Context: an optimization exercise on an open-source flow, tuned for small area, a short achievable clock period and few clock cycles per item. The choices shown serve that exercise and are no tape-out recipe.
At most, simulation tests tie the RTL to the original design; equivalence was not proved.
No activity file was given, so power comes from the tool's default toggle rates.

== the reference run ==
==> flow/design.v (excerpt) <==
module vcpu_decoder (
    input  wire        clk,
    input  wire        rst,         
    input  wire [63:0] in_data,
    input  wire [7:0]  in_oob,
    input  wire [3:0]  in_avail,
    output wire [3:0]  in_take,
    output reg         out_valid,
    output reg         out_ok,
    output reg  [2:0]  out_reason,
    output reg  [4:0]  out_len,
    output reg  [7:0]  out_op,
    output reg  [1:0]  out_size,
    output reg         out_dcr,
    output reg         out_scr,
    output reg  [3:0]  out_d_reg,
    output reg  [2:0]  out_d_mode,
    output wire [7:0]  out_d_xb,
    output reg  [63:0] out_d_val,
    output reg  [3:0]  out_s_reg,
    output reg  [2:0]  out_s_mode,
    output wire [7:0]  out_s_xb,
    output reg  [63:0] out_s_val
);
Settings: LEC_CHECK=0, ABC_AREA=1, CAP_MARGIN=20, CORE_MARGIN=2, CORE_UTILIZATION=40, SLEW_MARGIN=20; clock period 5.0 ns.
standard.sh (not shown) runs the stock make flow with config.mk's settings and CLKGATE_MAP_FILE= SYNTH_SCRIPT=/design/flow/synth_recipe.tcl, a recipe that flattens the netlist after the stock synthesis.
==> flow/flow/run.sh <==
#!/bin/bash
# The standard layout, with the smallest buffer (buf_1) on every input and
# output port in place of ORFS's default port buffer (clkdlybuf4s50_1); the
# resizer still upsizes any port buffer that timing or slew needs.
set -euo pipefail
export BUFFER_PORTS_ARGS="-buffer_cell sky130_fd_sc_hd__buf_1"
bash standard.sh > standard_flow.log 2>&1
Modified inputs, the trial run compared to the reference run
--- a/flow/design.v
+++ b/flow/design.v
@@ -109,24 +109,28 @@
     reg [3:0] cnt;           
     wire [7:0] w [0:7];
     genvar gi;
     generate
         for (gi = 0; gi < 8; gi = gi + 1) begin : g_w
             assign w[gi] = in_data[8*gi +: 8];
         end
     endgenerate
     wire [7:0] o = in_oob;
+    wire [3:0] av = in_avail;
     wire [7:0] a;
-    generate
-        for (gi = 0; gi < 8; gi = gi + 1) begin : g_a
-            assign a[gi] = (in_avail > gi);
-        end
-    endgenerate
+    assign a[0] = av[3] | av[2] | av[1] | av[0];
+    assign a[1] = av[3] | av[2] | av[1];
+    assign a[2] = av[3] | av[2] | (av[1] & av[0]);
+    assign a[3] = av[3] | av[2];
+    assign a[4] = av[3] | (av[2] & (av[1] | av[0]));
+    assign a[5] = av[3] | (av[2] & av[1]);
+    assign a[6] = av[3] | (av[2] & av[1] & av[0]);
+    assign a[7] = av[3];
     assign out_d_xb = out_d_val[7:0];
     assign out_s_xb = out_s_val[7:0];
     wire st_op = (state == ST_OP);
     wire st_dp = (state == ST_DPAY);
     wire st_sp = (state == ST_SPAY);
     wire [1:0] h_fmt   = fmt_of(w[0]);
     wire       h_isZ   = (h_fmt == F_Z);
     wire       h_isU   = (h_fmt == F_U);
     wire       h_isB   = (h_fmt == F_B);
@@ -206,25 +210,24 @@
         end else if (sp_wide) begin
             fl = {7'd0, r_srr && w[0][3]};
             en = {r_lso[4], 3'd0, r_lso[3], 1'b0, r_lso[2], r_lso[1]};
         end else begin
             fl = {7'd0, s_bad};
             en = 8'b0000_0001;
         end
     end
     wire [7:0] stop = fl | o | en;
-    wire [7:0] z    = stop | ~a;
     reg  [7:0] f;            
     integer k;
     always @(*) begin
         f = 8'd0;
         for (k = 7; k >= 0; k = k - 1)
-            if (z[k]) f = 8'd1 << k;
+            if (stop[k]) f = 8'd1 << k;
     end
     wire       go    = |(f & a);                  
     wire       go_w  = go && wide;                
     wire       ser   = !go && a[0];               
     wire       fails = |(f & a & (fl | o));
     reg [3:0] take;
     always @(*) begin
         take = {3'd0, ser};
         for (k = 0; k < 8; k = k + 1)
==> run summary <==
- Number of non-clock inverters (higher): the reference run
- Sort the trial run and the reference run by met3 global-route usage, descending, and the trial run comes first.
- In the trial run, the met2 track utilization from global routing came out 3.5 points below the value in the reference run.
- Side by side, utilization of the core after routing turned out lower in the trial run than in the reference run.
- The reference run -> the trial run: quantity of gates resized following cts delta 0, exact match
- The reference run and the trial run ended up with roughly the same mux cell area share after synthesis.
- Summary of the trial run over the reference run: worst relative slew slack moved up; final critical-path required period moved up; post-route total power level; first-pass iteration count of the detailed router level.
- Between the trial run and the reference run, it is the trial run whose post-layout worst setup margin is lower, by 37 ps.
- Against the reference run, the trial run reports a upper clock frequency limit that is lower.
- Clock latency reported for the late side of the worst-skew pair delta (the reference run -> the trial run): insignificant
- On non-clock buffer share of cell area, the trial run and the reference run are neck and neck.
Testbench counts of the trial run, summed over its fixed seeds: cycles 19,091, insns 13,919.
Only the layout flow was run in the reference run; the RTL was not checked for function there.

[re-timing with driven ports]
No port has a modelled driver above. Below, the same layouts with a new extraction and two added sets of constraints. Step 1, drivers: a clkbuf_16 drives clk and a buf_2 each remaining input, both assumed. Step 2 adds t to the input delays and takes it off the output delays; t is the mean of the earliest and latest rising clock arrival at the registers after step 1. Input paths then give back, and output paths get back, about the clock's delay inside the block. Three values: no drivers, after step 1, after step 2; two values: the first two.
run | t, ns | slack for setup (ns) | worst setup path after step 2 | latest minus earliest clock arrival (ns) | pins driven straight from the clock port
the reference run | 0.486 | 0.282 / 0.259 / 0.259 | input to output | 0.016 / 0.016 | 1
the trial run | 0.491 | 0.245 / 0.214 / 0.138 | input to register | 0.022 / 0.022 | 1
After both steps every run listed still meets setup and hold. For the trial run, which loses most, drivers alone change the setup slack by -0.031 ns; drivers and shift together by -0.107 ns.
